This is an optimization exercise on Yosys and OpenROAD, whose aim is small area and few clock cycles, not a production implementation. In this exercise RTL edits were held to simulation tests only and were not proved equivalent to the original. Power and IR drop assume default switching activity. No driver is modelled on the clock port, so clocking that relies on it looks cheaper here than on a real chip.

==> flow/design.v <==
module framer #(
    parameter CAPACITY = 64
) (
    input  wire       clk,
    input  wire       rst,
    input  wire       rx_valid,
    input  wire [7:0] rx_data,
    output wire       rx_ready,
    output wire       tx_valid,
    output wire [7:0] tx_data,
    input  wire       tx_ready,
    output wire       proc_valid,
    output wire [5:0] proc_len,
    input  wire [5:0] proc_addr,
    input  wire       proc_we,
    input  wire [7:0] proc_wdata,
    output wire [7:0] proc_rdata,
    input  wire       proc_done,
    input  wire [5:0] proc_rlen
);
    localparam HEAD = 5;
    localparam TAIL = 1;
    localparam MAXP = CAPACITY - HEAD - TAIL;
    localparam [7:0] START_SENTINEL     = 8'h1B;
    localparam [7:0] TOKEN_SENTINEL     = 8'h0E;
    localparam [7:0] ANSWER_CKSUM_ERROR = 8'hB0;
    localparam [7:0] STATUS_CKSUM_ERROR = 8'hC1;
    localparam [2:0] P_START   = 3'd0,
                     P_SEQ     = 3'd1,
                     P_LEN_MSB = 3'd2,
                     P_LEN_LSB = 3'd3,
                     P_TOKEN   = 3'd4,
                     P_DATA    = 3'd5,
                     P_CKSUM   = 3'd6;
    localparam [1:0] T_IDLE = 2'd0,
                     T_HDR  = 2'd1,
                     T_PAY  = 2'd2,
                     T_CK   = 2'd3;
    reg [7:0] buffer [0:MAXP-1];
    reg [2:0] st;
    reg [7:0] ck;
    reg [7:0] seq;
    reg       len_hz;        
    reg [5:0] len;
    reg [5:0] cnt;
    reg       calling;       
    reg [1:0] ts;
    reg [5:0] tidx;          
    reg [7:0] tq;            
    reg [5:0] rlen;
    reg       terr;          
    reg       trd;           
    reg [7:0] tck;
    wire tx_fire  = (ts != T_IDLE) && tx_ready;
    wire tx_free  = (ts == T_IDLE) || ((ts == T_CK) && tx_ready);
    wire seq_free  = !((ts == T_HDR) && (tidx[2:0] == 3'd4) && !tx_ready);
    wire slot_free = !trd || ((ts == T_PAY) && (tidx > cnt));
    assign proc_valid = calling && tx_free;
    assign proc_len   = len;
    wire [7:0] ck_next = ck ^ rx_data;
    wire       is_start = (rx_data == START_SENTINEL);
    reg rx_ok;
    always @(*) begin
        case (st)
            P_SEQ:   rx_ok = seq_free;
            P_DATA:  rx_ok = slot_free;
            P_CKSUM: rx_ok = tx_free || (ck_next == 8'h00);
            default: rx_ok = 1'b1;
        endcase
    end
    assign rx_ready = calling ? ((st == P_START) && !is_start) : rx_ok;
    wire rx_fire = rx_valid && rx_ready;
    wire call_end = proc_valid && proc_done;
    wire [5:0] rd_addr  = trd ? tidx : proc_addr;
    wire [MAXP-1:0]   rsel;
    wire [8*MAXP-1:0] rflat;
    wire [7:0]        rd_byte;
    genvar gi;
    generate
        for (gi = 0; gi < MAXP; gi = gi + 1) begin : g_rflat
            assign rflat[8*gi +: 8] = buffer[gi];
        end
    endgenerate
    framer_dec #(.N(MAXP)) u_rdec (.a(rd_addr), .sel(rsel));
    framer_rmux #(.N(MAXP)) u_rmux (.sel(rsel), .d(rflat), .q(rd_byte));
    assign proc_rdata = rd_byte;
    wire       wr_en   = calling ? (proc_valid && proc_we) : (rx_fire && (st == P_DATA));
    wire [5:0] wr_addr = calling ? proc_addr : cnt;
    wire [7:0] wr_data = calling ? proc_wdata : rx_data;
    always @(posedge clk) begin
        if (wr_en && (wr_addr < MAXP))
            buffer[wr_addr] <= wr_data;
    end
    wire       hdr_end = (tidx[2:0] == 3'd0);    
    wire       last    = (ts == T_PAY) && (tidx == rlen);
    reg  [7:0] tbyte;
    always @(*) begin
        if (last)
            tbyte = tck ^ tq;
        else if ((ts == T_PAY) || hdr_end)
            tbyte = terr ? (tidx[0] ? STATUS_CKSUM_ERROR : ANSWER_CKSUM_ERROR)
                         : rd_byte;
        else case (tidx[1:0])
            2'd0:    tbyte = seq;
            2'd1:    tbyte = 8'h00;
            2'd2:    tbyte = {2'b00, rlen};
            default: tbyte = TOKEN_SENTINEL;
        endcase
    end
    assign tx_valid = (ts != T_IDLE);
    assign tx_data  = tq;
    wire ld_ok  = call_end && (proc_rlen != 6'd0);
    wire ld_err = rx_fire && !calling && (st == P_CKSUM) && (ck_next != 8'h00);
    always @(posedge clk) begin
        if (rst) begin
            ts  <= T_IDLE;
            trd <= 1'b0;
        end else if (ld_ok || ld_err) begin
            ts   <= T_HDR;
            tidx <= 6'd60;
            tq   <= START_SENTINEL;
            tck  <= 8'h00;
            terr <= ld_err;
            trd  <= !ld_err;
            rlen <= ld_err ? 6'd2 : proc_rlen;
        end else if (tx_fire) begin
            tck  <= tck ^ tq;
            tq   <= tbyte;
            tidx <= tidx + 1'b1;
            case (ts)
                T_HDR: if (hdr_end)
                    ts <= T_PAY;
                T_PAY: if (last) begin
                    ts  <= T_CK;
                    trd <= 1'b0;
                end
                default: ts <= T_IDLE;
            endcase
        end
    end
    always @(posedge clk) begin
        if (rst) begin
            st      <= P_START;
            calling <= 1'b0;
        end else begin
            if (call_end)
                calling <= 1'b0;
            if (rx_fire) begin
                case (st)
                    P_START: if (is_start) begin
                        ck <= rx_data;
                        st <= P_SEQ;
                    end
                    P_SEQ: begin
                        ck  <= ck_next;
                        seq <= rx_data;
                        st  <= P_LEN_MSB;
                    end
                    P_LEN_MSB: begin
                        ck     <= ck_next;
                        len_hz <= (rx_data == 8'h00);
                        st     <= P_LEN_LSB;
                    end
                    P_LEN_LSB: begin
                        ck  <= ck_next;
                        len <= rx_data[5:0];
                        cnt <= 6'd0;
                        st  <= (len_hz && (rx_data != 8'h00) && (rx_data <= MAXP))
                               ? P_TOKEN : P_START;
                    end
                    P_TOKEN: begin
                        ck <= ck_next;
                        st <= (rx_data == TOKEN_SENTINEL) ? P_DATA : P_START;
                    end
                    P_DATA: begin
                        ck  <= ck_next;
                        cnt <= cnt + 1'b1;
                        if (cnt + 1'b1 == len)
                            st <= P_CKSUM;
                    end
                    P_CKSUM: begin
                        st <= P_START;
                        if (ck_next == 8'h00)
                            calling <= 1'b1;
                    end
                    default: st <= P_START;
                endcase
            end
        end
    end
endmodule
module framer_dec #(
    parameter N = 58
) (
    input  wire [5:0]   a,
    output wire [N-1:0] sel
);
    genvar i;
    generate
        for (i = 0; i < N; i = i + 1) begin : g_sel
            assign sel[i] = (a == i);
        end
    endgenerate
endmodule
module framer_rmux #(
    parameter N = 58
) (
    input  wire [N-1:0]   sel,
    input  wire [8*N-1:0] d,
    output reg  [7:0]     q
);
    integer i;
    always @(*) begin
        q = 8'h00;
        for (i = 0; i < N; i = i + 1)
            q = q | (d[8*i +: 8] & {8{sel[i]}});
    end
endmodule
==> flow/flow/run.sh <==
#!/bin/bash
# The standard layout, with plain buffers on the ports and no CTS dummy loads.
set -euo pipefail
export BUFFER_PORTS_ARGS="-buffer_cell sky130_fd_sc_hd__buf_2"
export REMOVE_ABC_BUFFERS=1
export CTS_ARGS="-sink_clustering_enable -repair_clock_nets -sink_clustering_size 30 -sink_clustering_max_diameter 100 -buf_list sky130_fd_sc_hd__clkbuf_16 -dont_use_dummy_load"
bash standard.sh > standard_flow.log 2>&1
==> flow/standard.sh <==
#!/bin/bash
# synth_recipe.tcl (not shown) runs the flow's synth.tcl, then flattens the netlist and writes it again
# the make line also repeats each setting of config.mk as NAME=value (left out here)
make -C /OpenROAD-flow-scripts/flow DESIGN_CONFIG=/design/flow/config.mk WORK_HOME=/design/flow/orfs CLKGATE_MAP_FILE= SYNTH_SCRIPT=/design/flow/synth_recipe.tcl "${@:-finish}"
==> flow/config.mk <==
export PLATFORM = sky130hd
export DESIGN_NAME = framer
export DESIGN_NICKNAME = framer
export VERILOG_FILES = /design/flow/design.v
export SDC_FILE = /design/flow/constraint.sdc
export NUM_CORES = 4
export LEC_CHECK = 0
export CAP_MARGIN = 0
export CORE_MARGIN = 2
export CORE_UTILIZATION = 60
export GPL_TIMING_DRIVEN = 0
export PLACE_DENSITY = 0.7
export SETUP_SLACK_MARGIN = 0.15
export SLEW_MARGIN = 0
export SYNTH_HIERARCHICAL = 1
==> flow/constraint.sdc <==
create_clock -name core_clock -period 5.5 [get_ports {clk}]
set_input_delay 1.1000 -clock core_clock [delete_from_list [all_inputs] [get_ports {clk}]]
set_output_delay 1.1000 -clock core_clock [all_outputs]
set_load 0.01 [all_outputs]
==> impl_metrics.tcl <==
set metrics [dict create \
    status "complete, no violations" \
    cts_tree "yes" \
    cp_data_arrival_time_ns 4.30 \
    clockBufferDepth 3 \
    die_y_microns 193 \
    synth_compound_area_share_pct 11.7 \
    drt_wl_total_mm 57.5 \
    antenna_found_initial 3 \
    power.leakage_nw 6.86 \
    cts_root_buf "clkbuf_16" \
    final_util_pct 64.3 \
    synth_xor_area_share_pct 1.86 \
    clock-sinks 529 \
    slowest_stage "or4_1" \
    yosys.area.top_type "edfxtp_1" \
    fp.dieW_microns 193 \
    ys.flop_type "edfxtp_1" \
    synthAdderAreaFrac_pct 0.817 \
    ioPinCount 59 \
    die_area_sq_um 37300 \
    critPathCaptureType "output pin" \
    clk_pin_slew_ns 0.10 \
    worst_pin_slew_ns 1.39 \
    synth-seq-area-share_pct 73.8 \
    seqCellArea_sq_um 15800 \
    critPathTopFamily "simple AND/OR/NAND/NOR gates" \
    grt_max_degree 59 \
    num_vias 12900 \
    syn2layout_area_growth_pct 6.20 \
    drt_iter0_drc 1851 \
    crit_top_cell "buf_2" \
    dp.final_hpwl_mm 39.5 \
    grt_use_total_pct 31.4 \
    synth_top_family_by_area "compound AO/OA/AOI/OAI gates" \
    final_hold_viol_count 0 \
    dr.pass1.iters 6 \
    synthDistinctLibCells 63 \
    worstSkewPairLatency_ns 0.58 \
    synth_mux_area_share_pct 1.02 \
    routedWlPerCell_microns 31.9 \
    ant_nets 0 \
    path_max_fanout 15 \
    ys_warn_count 8 \
    cp_num_buf_inv 3 \
    syn_inst 1336 \
    grt-ovfl-total 0 \
    avgSynthCellArea_sq_um 16.0 \
    multi_input_area_sq_um 5290 \
    rsz0062_at_grt "true" \
    cp_cell_sequence "buf_2 -> inv_1 -> o21ai_1 -> nand2b_2 -> nor2_1 -> a22o_1 -> a221oi_1 -> nand4_1 -> or4_1 -> buf_2" \
    synthSimpleGateAreaFrac_pct 7.84 \
    ir_drop_mv 0.322 \
    num_rows 69 \
    first_global_vias 12100 \
    async_flop_share_pct 0 \
    fin_nets 1388 \
    coreArea_sq_um 35400 \
    numCtsBuffers 21 \
    io_buffers 58 \
    final_cell_count_no_fill 1802 \
    placed_cells 1776 \
    ys_ff_latch 529 \
    yosys-top-cells-area "edfxtp_1 73%, a221oi_1 4.3%, a22o_1 4.2%" \
    layout_min_cycle_time_ns 5.40 \
    yosysTopAreaCellShare_pct 73.1 \
    grt_first_pass_wirelength_mm 83.1 \
    syn-cell-area_sq_um 21400 \
    max_freq_ghz 0.185 \
    hp-class "flop to flop" \
    drt_drc_violations_left 0 \
    fin_crit_sh_pct 98.1 \
    p_per_area_nw_per_um2 297 \
    cts_max_level 1 \
    slew_headroom_pct 6.35 \
    synth_enable_flop_cells 522 \
    gp_congestion 0.977 \
    start_util_pct 60.6 \
    startpoint_type "primary input" \
    maxSlewViolCount 0 \
    clock_skew_ns 0.0488 \
    crit_required_ns 4.40 \
    max-cap-violations 0 \
    fill_cells 2518 \
    cts_hold_buf 0 \
    crit_path_max_incr_delay_ns 0.66 \
    setup_violations 0 \
    drive_gt1_share_pct 13.6 \
    criticalPathCategory "primary input to output pin" \
    via_per_inst 7.18 \
]
-- registers in the layout, summed over array words and instances (netlist names), 2 cells and up --
signal / count
tck: 8
seq: 8
ts: 2
ck: 8
cnt: 6
st: 3
buffer: 464
tidx: 6
len: 6
rlen: 6
tq: 8
-- placed cells by master, fill, tap and decap left out, types with 3 or more instances in the layout --
cell type,n
a211oi_1,3
a21oi_1,11
a221oi_1,103
a221oi_2,4
a22o_1,104
a22oi_1,28
and2_1,7
and3_1,3
buf_2,59
buf_4,3
buf_6,11
clkbuf_16,21
dfxtp_1,7
diode_2,3
edfxtp_1,522
ha_1,14
inv_1,16
mux2_2,14
mux2i_1,6
nand2_1,48
nand2b_1,11
nand3_1,9
nand3b_1,3
nand4_1,38
nand4b_1,4
nand4bb_1,6
nor2_1,77
nor2b_1,6
nor3_1,23
nor3_2,45
nor4_1,3
o211ai_1,6
o21ai_0,11
o31ai_1,3
o32ai_1,7
or2_2,4
or4_1,13
xnor2_1,33
xor2_1,10
-- repair_timing --
item | 4_1_cts | 5_1_grt
endpoints found under the setup margin | 8 | 7
setup buffers | 0 | 0
hold endpoints to repair | 0 | 0
resized for setup | 4 | 5
-- final timing paths --
| check | start | endpoint | slack, ns | cells after the start |
|---|---|---|---|---|
| max reg2reg | trd | tq[4] | 1.10 | 12 |
| max | proc_addr[1] | proc_rdata[1] | 0.10 | 10 |
| min reg2reg | ts[1] | ts[1] | 0.61 | 2 |
| min | ts[1] | ts[1] | 0.61 | 2 |
-- cell families after synthesis --
logic type               count (synthesis)
buffers and inverters                  112
XOR/XNOR                                44
adder cells (fa/ha/maj)                 14
multiplexers                            20
AND/OR/NAND/NOR                        316
AO/OA/AOI/OAI                          301
flip-flops                             529
-- worst min-delay path, stage by stage, from the launching register on --
cell	delay (ns)
dfxtp_1	0.35
mux2i_1	0.15
nor3_1	0.06
-- per-stage QoR --
step	setup TNS [ns]	setup slack, ns	power [mW]	instance area (sq um)	hold WS (ns)
5_1_grt	0	0.133	6.92	22800	0.630
6_report	0	0.104	6.76	22800	0.609
4_1_cts	0	0.142	6.74	22700	0.617
2_1_floorplan	0	1.04	4.83	20900	0.533
3_5_place_dp	-0.712	-0.246	5.01	22100	0.598
3_3_place_gp	-6.00	-0.661	4.99	21700	0.570
-- report_power, final --
| group | leakage [nW] | switching [mW] | internal, mW |
|---|---|---|---|
| Clock | 0.259 | 1.14 | 0.691 |
| Combinational | 1.85 | 0.287 | 0.133 |
| Sequential | 4.76 | 0.0400 | 4.47 |
| Total | 6.86 | 1.47 | 5.29 |
-- layer usage --
metal	vias up	GRT usage, %	wire length [microns]
met3	149	7.02	6730
met5	-	0	46
met2	877	48.0	25800
met4	2	8.77	2180
li1	5427	-	-
met1	6490	46.2	22700
-- area by class of cell --
| type | instances | area share, % |
|---|---|---|
| diodes | 3 | 0.0330 |
| clock buffers | 21 | 2.31 |
| repair buffers | 77 | 2.16 |
| inverters | 16 | 0.264 |
| flip-flops and latches | 529 | 69.5 |
| well taps | 461 | 2.53 |
| multi-input cells | 695 | 23.2 |
-- synth_stat cells, types with 14 or more instances --
library cell,instances
edfxtp_1,522
a221oi_1,106
a22o_1,104
nor2_1,77
nor3_1,68
nand2_1,49
nand4_1,38
clkbuf_1,37
buf_2,33
xnor2_1,33
a22oi_1,28
buf_6,22
inv_1,16
ha_1,14
mux2_2,14
Testbench counts, summed over its fixed seeds: cycles 87,179.

[afterwards: timing with drivers on the ports]
How much do the figures lean on ideal ports? The routed layout below was timed once more, with nothing changed but the port constraints. Step 1, drivers: a clkbuf_16 drives clk and a buf_2 each remaining input, both assumed. Step 2 adds t to the input delays and takes it off the output delays; t is the mean of the earliest and latest rising clock arrival at the registers after step 1. Input paths then give back, and output paths get back, about the clock's delay inside the block. a / b / c = no drivers / after step 1 / after step 2; a / b = the first two.
t (ns): 0.615
setup slack, ns: 0.104 / 0.034 / 0.034
worst setup path after step 2: input to output
After both steps setup and hold are still met in this run. For this run, drivers alone change the setup slack by -0.070 ns; drivers and shift together by -0.070 ns.
